From an optimization exercise on the open Yosys and OpenROAD flow, aimed at small area and a short achievable clock period; shortcuts taken in it are not production practice. No activity file was given, so power comes from the tool's default toggle rates.

lane 1:
==> flow/design.v <==
module crc16_update (
    input  wire [15:0] acc_in,
    input  wire [7:0]  data,
    output wire [15:0] acc_out
);
    wire [7:0] x = acc_in[7:0] ^ data;
    wire       p = ^x;
    assign acc_out = {p,
                      p ^ x[7],
                      x[7] ^ x[6],
                      x[6] ^ x[5],
                      x[5] ^ x[4],
                      x[4] ^ x[3],
                      x[3] ^ x[2],
                      x[2] ^ x[1],
                      acc_in[15] ^ x[1] ^ x[0],
                      acc_in[14] ^ x[0],
                      acc_in[13:9],
                      acc_in[8] ^ p};
endmodule
module crc16_tfv (
    input  wire         clk,
    input  wire         rst,           
    input  wire         in_valid,
    input  wire [7:0]   in_byte,
    input  wire         lenient,       
    input  wire         td_reset,      
    input  wire         ce_valid,
    input  wire         ce_op,         
    input  wire [15:0]  ce_data,
    output wire [15:0]  acc,           
    output wire         busy,          
    output wire         fault,         
    output reg          rec_valid,
    output wire [127:0] rec_id,
    output wire [4:0]   rec_id_len,
    output wire [255:0] rec_val,
    output wire [5:0]   rec_val_len,
    output reg          tel_valid,
    output reg  [1:0]   tel_status,    
    output wire [5:0]   tel_count
);
    reg         busy_q, s_hdr, s_crlf, s_id, s_val, s_vend, s_crc;
    wire        s_wait = ~busy_q;
    reg [15:0]  acc_q;
    reg         len_eff;
    reg         corr;
    reg         fault_q;
    reg [4:0]   idb [0:15];    
    reg [4:0]   id_len;
    reg         id_fresh;      
    reg [4:0]   id_first;      
    reg         id_dirty;      
    reg [7:0]   valb [0:31];
    reg [5:0]   val_len;
    reg         crc_bad;       
    reg [2:0]   crc_len;       
    reg [5:0]   pend;
    assign acc         = acc_q;
    assign busy        = busy_q;
    assign fault       = fault_q;
    assign rec_id_len  = id_len;
    assign rec_val_len = val_len;
    assign tel_count   = pend;
    genvar g;
    generate
        for (g = 0; g < 16; g = g + 1) begin : g_id_out
            assign rec_id[8*g +: 8] = {2'b00, idb[g][4] | idb[g][3], idb[g]};
        end
        for (g = 0; g < 32; g = g + 1) begin : g_val_out
            assign rec_val[8*g +: 8] = valb[g];
        end
    endgenerate
    wire [7:0] b = in_byte;
    wire hi0      = (b[7:4] == 4'h0);
    wire hi2      = (b[7:4] == 4'h2);
    wire hi3      = (b[7:4] == 4'h3);
    wire lo_le9   = ~b[3] | (~b[2] & ~b[1]);                   
    wire is_cr    = hi0 & (b[3:0] == 4'hD);
    wire is_ws    = (hi0 & (b[3:0] == 4'h9)) |                   
                    (hi0 & b[3] & ~b[2] & b[1]) |                
                    (hi0 & b[3] & b[2] & ~b[1]) |                
                    (hi2 & (b[3:0] == 4'h0));                    
    wire is_digit = hi3 & lo_le9;
    wire is_idch  = (hi3 & (lo_le9 | (b[3:0] == 4'hA))) |        
                    (hi2 & (b[3:0] == 4'hA)) |                   
                    (hi2 & (b[3:0] == 4'hD)) |                   
                    (hi2 & (b[3:0] == 4'hE));                    
    wire is_slash = hi2 & (b[3:0] == 4'hF);
    wire is_bang  = hi2 & (b[3:0] == 4'h1);
    wire is_open  = hi2 & (b[3:0] == 4'h8);
    wire is_close = hi2 & (b[3:0] == 4'h9);
    wire is_hex   = is_digit |
                    ((b[7:3] == 5'b01000) & (b[2:0] != 3'd0) & (b[2:0] != 3'd7));  
    wire cec = ce_valid & ~td_reset;
    wire byt = in_valid & ~ce_valid & ~td_reset;
    wire [15:0] acc_f;
    wire [7:0]  fold_byte = ce_valid ? ce_data[7:0] : in_byte;
    crc16_update u_f (.acc_in(acc_q), .data(fold_byte), .acc_out(acc_f));
    wire [4:0] id_cur   = id_fresh ? 5'd1 : id_len;    
    wire       id_full  = id_cur[4];
    wire       id_any   = (id_len != 5'd0);             
    wire       val_full = val_len[5];
    wire take    = in_valid & ~ce_valid;                
    wire id_oth  = ~(is_ws | is_idch | is_open);
    wire vend_oth = ~(is_ws | is_digit | is_bang | is_open);
    wire open_c  = (s_wait | s_crc) & is_slash;
    wire term_c  = s_crc & (is_cr | is_slash);
    wire commit_c = s_vend & (is_digit | is_bang);
    wire open_b  = byt & open_c;
    wire term_b  = byt & term_c;
    wire commit  = byt & commit_c;
    wire fold_e  = s_hdr | s_val | ((s_id | s_vend) & len_eff);
    wire st_ws   = s_crlf | s_id | s_vend;    
    wire st_open = s_id | s_vend;             
    wire st_bang = s_vend | s_crc;            
    wire fold_c = fold_e |
                  ((is_ws | is_digit) & st_ws) |
                  (is_idch & s_id) |
                  (is_open & st_open) |
                  (is_bang & st_bang);
    wire wait_c = (s_wait & ~is_slash) |
                  (s_crlf & ~(is_ws | is_digit)) |
                  (s_id & ~len_eff & id_oth) |
                  (s_vend & ~len_eff & vend_oth) |
                  (s_crc & is_cr);
    wire hdr_c  = open_c | (s_hdr & ~is_cr);
    wire crlf_c = (s_hdr & is_cr) | (s_crlf & is_ws);
    wire id_c   = ((s_crlf | s_vend) & is_digit) |
                  (s_id & ~is_open & (is_ws | is_idch | (len_eff & ~is_bang)));
    wire val_c  = ((s_id | s_vend) & is_open) | (s_val & ~is_close);
    wire vend_c = (s_val & is_close) | (s_vend & (is_ws | (len_eff & vend_oth)));
    wire crc_c  = (((s_id & len_eff) | s_vend) & is_bang) |
                  (s_crc & ~(is_cr | is_slash));
    always @(posedge clk) begin
        if (rst | td_reset) begin
            busy_q <= 1'b0; s_hdr <= 1'b0; s_crlf <= 1'b0; s_id <= 1'b0;
            s_val <= 1'b0; s_vend <= 1'b0; s_crc <= 1'b0;
        end else if (take) begin
            busy_q <= ~wait_c;
            s_hdr  <= hdr_c;
            s_crlf <= crlf_c;
            s_id   <= id_c;
            s_val  <= val_c;
            s_vend <= vend_c;
            s_crc  <= crc_c;
        end
    end
    wire tk      = ~rst & ~td_reset;
    wire sel_cel = tk & ce_valid & s_wait & ~ce_op;
    wire sel_cef = tk & ce_valid & s_wait & ce_op;
    wire sel_b   = tk & ~ce_valid & in_valid;
    wire sel_fold = sel_b & fold_c;
    wire sel_hold = ~rst & (td_reset | (~(ce_valid & s_wait) & ~(sel_b & (fold_c | open_c))));
    always @(posedge clk) begin
        acc_q <= ({16{sel_fold | sel_cef}} & acc_f) |
                 ({16{sel_cel}}  & ce_data) |
                 ({16{sel_hold}} & acc_q);
    end
    always @(posedge clk) begin
        if (open_b)
            len_eff <= lenient;
        if (s_wait | s_hdr)
            corr <= 1'b0;
        else if (byt & len_eff & ((s_id & id_oth) | (s_vend & vend_oth)))
            corr <= 1'b1;
        if (rst) begin
            fault_q   <= 1'b0;
            rec_valid <= 1'b0;
            tel_valid <= 1'b0;
        end else begin
            if (byt & ((s_id & is_idch & id_full) |
                       (s_val & ~is_close & val_full) |
                       (commit & id_any & (pend == 6'd63))))
                fault_q <= 1'b1;
            rec_valid <= commit & id_any & ~fault_q;
            tel_valid <= term_b & ~fault_q;
        end
    end
    always @(posedge clk) begin
        if (s_wait | s_hdr)
            pend <= 6'd0;
        else if (rec_valid)
            pend <= pend + 6'd1;
    end
    function [3:0] hex_nib;
        input [4:0] c;
        begin
            if (c[4])
                hex_nib = c[3:0];
            else case (c[2:0])
                3'd1: hex_nib = 4'hA;
                3'd2: hex_nib = 4'hB;
                3'd3: hex_nib = 4'hC;
                3'd4: hex_nib = 4'hD;
                3'd5: hex_nib = 4'hE;
                default: hex_nib = 4'hF;
            endcase
        end
    endfunction
    wire       id_app   = byt & s_id & is_idch;
    wire       id_clr   = s_wait | s_hdr | s_crlf;
    wire       id_wipe  = id_clr | (s_id & (id_dirty | id_fresh));
    wire [4:0] id_data  = s_id ? b[4:0] : s_crc ? {1'b0, hex_nib(b[4:0])} : 5'd0;
    wire [4:0] id_data1 = (id_clr | (s_id & id_dirty)) ? 5'd0 : id_data;
    wire [4:0] id_data2 = id_wipe ? 5'd0 : id_data;
    always @(posedge clk) begin
        if (s_crlf)
            id_len <= 5'd1;
        else if (s_id) begin
            if (id_app)
                id_len <= id_cur + 5'd1;
            else if (byt & len_eff & id_oth)
                id_len <= 5'd0;
            else
                id_len <= id_cur;
        end
        id_fresh <= commit & is_digit;
        id_dirty <= byt & s_id & len_eff & id_oth;
        if (s_vend)
            id_first <= b[4:0];
    end
    wire       id_wr  = s_id | s_val | s_crc;
    wire [4:0] id_pos = s_crc ? {2'b00, crc_len} : id_cur;
    integer k;
    always @(posedge clk) begin
        if (id_wipe | (id_wr & (id_pos == 5'd0)))
            idb[0] <= s_crlf ? b[4:0] : (s_id & id_fresh) ? id_first : id_data;
        if (id_wipe | (id_wr & (id_pos == 5'd1)))
            idb[1] <= id_data1;
        for (k = 2; k < 16; k = k + 1)
            if (id_wipe | (id_wr & (id_pos == k)))
                idb[k] <= id_data2;
    end
    wire       val_clr  = ~(s_val | s_vend);
    wire       val_app  = byt & s_val & ~is_close;
    wire [7:0] val_data = s_val ? b : 8'h00;
    always @(posedge clk) begin
        if (val_clr)
            val_len <= 6'd0;
        else if (val_app)
            val_len <= val_len + 6'd1;
        for (k = 0; k < 32; k = k + 1)
            if (val_clr | (val_len == k))
                valb[k] <= val_data;
    end
    wire crc_app = byt & s_crc & ~(is_cr | is_slash | is_bang);
    always @(posedge clk) begin
        if (~s_crc) begin
            crc_len <= 3'd0;
            crc_bad <= 1'b0;
        end else if (crc_app) begin
            if (crc_len != 3'd5)
                crc_len <= crc_len + 3'd1;
            if (~crc_len[2] & ~is_hex)
                crc_bad <= 1'b1;
        end
    end
    wire [15:0] crc_hex = {idb[0][3:0], idb[1][3:0], idb[2][3:0], idb[3][3:0]};
    wire [1:0] status = corr ? 2'd2 :
                        (crc_len == 3'd0) ? 2'd0 :
                        ((crc_len == 3'd4) && !crc_bad && (crc_hex == acc_q)) ? 2'd0 : 2'd1;
    always @(posedge clk) begin
        if (term_b)
            tel_status <= status;
    end
endmodule
Settings: LEC_CHECK=0, CAP_MARGIN=20, CORE_MARGIN=2, CORE_UTILIZATION=40, CTS_CLUSTER_DIAMETER=150, CTS_CLUSTER_SIZE=25, SETUP_SLACK_MARGIN=2.7, SLEW_MARGIN=20; clock period 5.0 ns.
run.sh (not shown) runs the stock make flow with config.mk's settings and CLKGATE_MAP_FILE= SYNTH_SCRIPT=/design/flow/synth_recipe.tcl, a recipe that flattens the netlist after the stock synthesis.
For lane 2, these inputs were changed with respect to lane 1:
--- a/flow/design.v
+++ b/flow/design.v
@@ -178,11 +178,11 @@
         end
     end
     always @(posedge clk) begin
         if (s_wait | s_hdr)
             pend <= 6'd0;
-        else if (rec_valid)
+        else if (commit & id_any)
             pend <= pend + 6'd1;
     end
     function [3:0] hex_nib;
         input [4:0] c;
         begin
==> notes.md <==
Part of the total power dissipated in sequential elements in lane 2 is 0.5 points below lane 1. Lane 2 vs. lane 1: combinational fraction of design power +0.5 points, starting density of the core -0.41 points, overall power up 0.35%, synthesized area went up. Taking lane 1 as 1.0, lane 2 lands at 1.3 on number of unique standard cell types used by synthesis. Diff lane 1 -> lane 2: overall die width rose by 0.56%; post-CTS resize count stayed essentially flat; vertical extent of the die rose by about 0.56%; total die area rose by about 1.1%. Against lane 1 as the reference, lane 2 delivers a higher synthesized cell count. Re highest clock rate: lane 1 and lane 2 aren't equal, and the higher value belongs to lane 2. Lane 1 has a lower setup slack after placement than lane 2. Xor-xnor portion of the synthesized cell area: lane 2 vs lane 1 up 0.16 points.
No run of this note included a check of the RTL's function; only the layout flow was run.

[what the ideal ports hide]
No port has a modelled driver above. Below, the same layouts with a new extraction and two added sets of constraints.
Step 1: set_driving_cell puts a clkbuf_16 on clk and a buf_2 on each other input, an assumption about the parent block.
Step 2 moves the port delays by t, midway between the first and last clock arrival at a register: inputs arrive t later, outputs are due t later. That takes back most of the time a late clock gives input paths.
Slacks: no drivers / after step 1 / after step 2; pairs: no drivers / after step 1.
run	t, ns	setup WS [ns]	hold slack, ns	latest minus earliest clock arrival (ns)	cell pins on the clock port's net
lane 1	0.568	2.255 / 2.276 / 1.708	0.467 / 0.467 / 0.467	0.019 / 0.020	1
lane 2	0.579	2.595 / 2.540 / 2.028	0.479 / 0.479 / 0.479	0.027 / 0.027	1
After both steps setup and hold are still met in every run listed. For lane 2, which loses most, drivers alone change the setup slack by -0.055 ns; drivers and shift together by -0.567 ns.
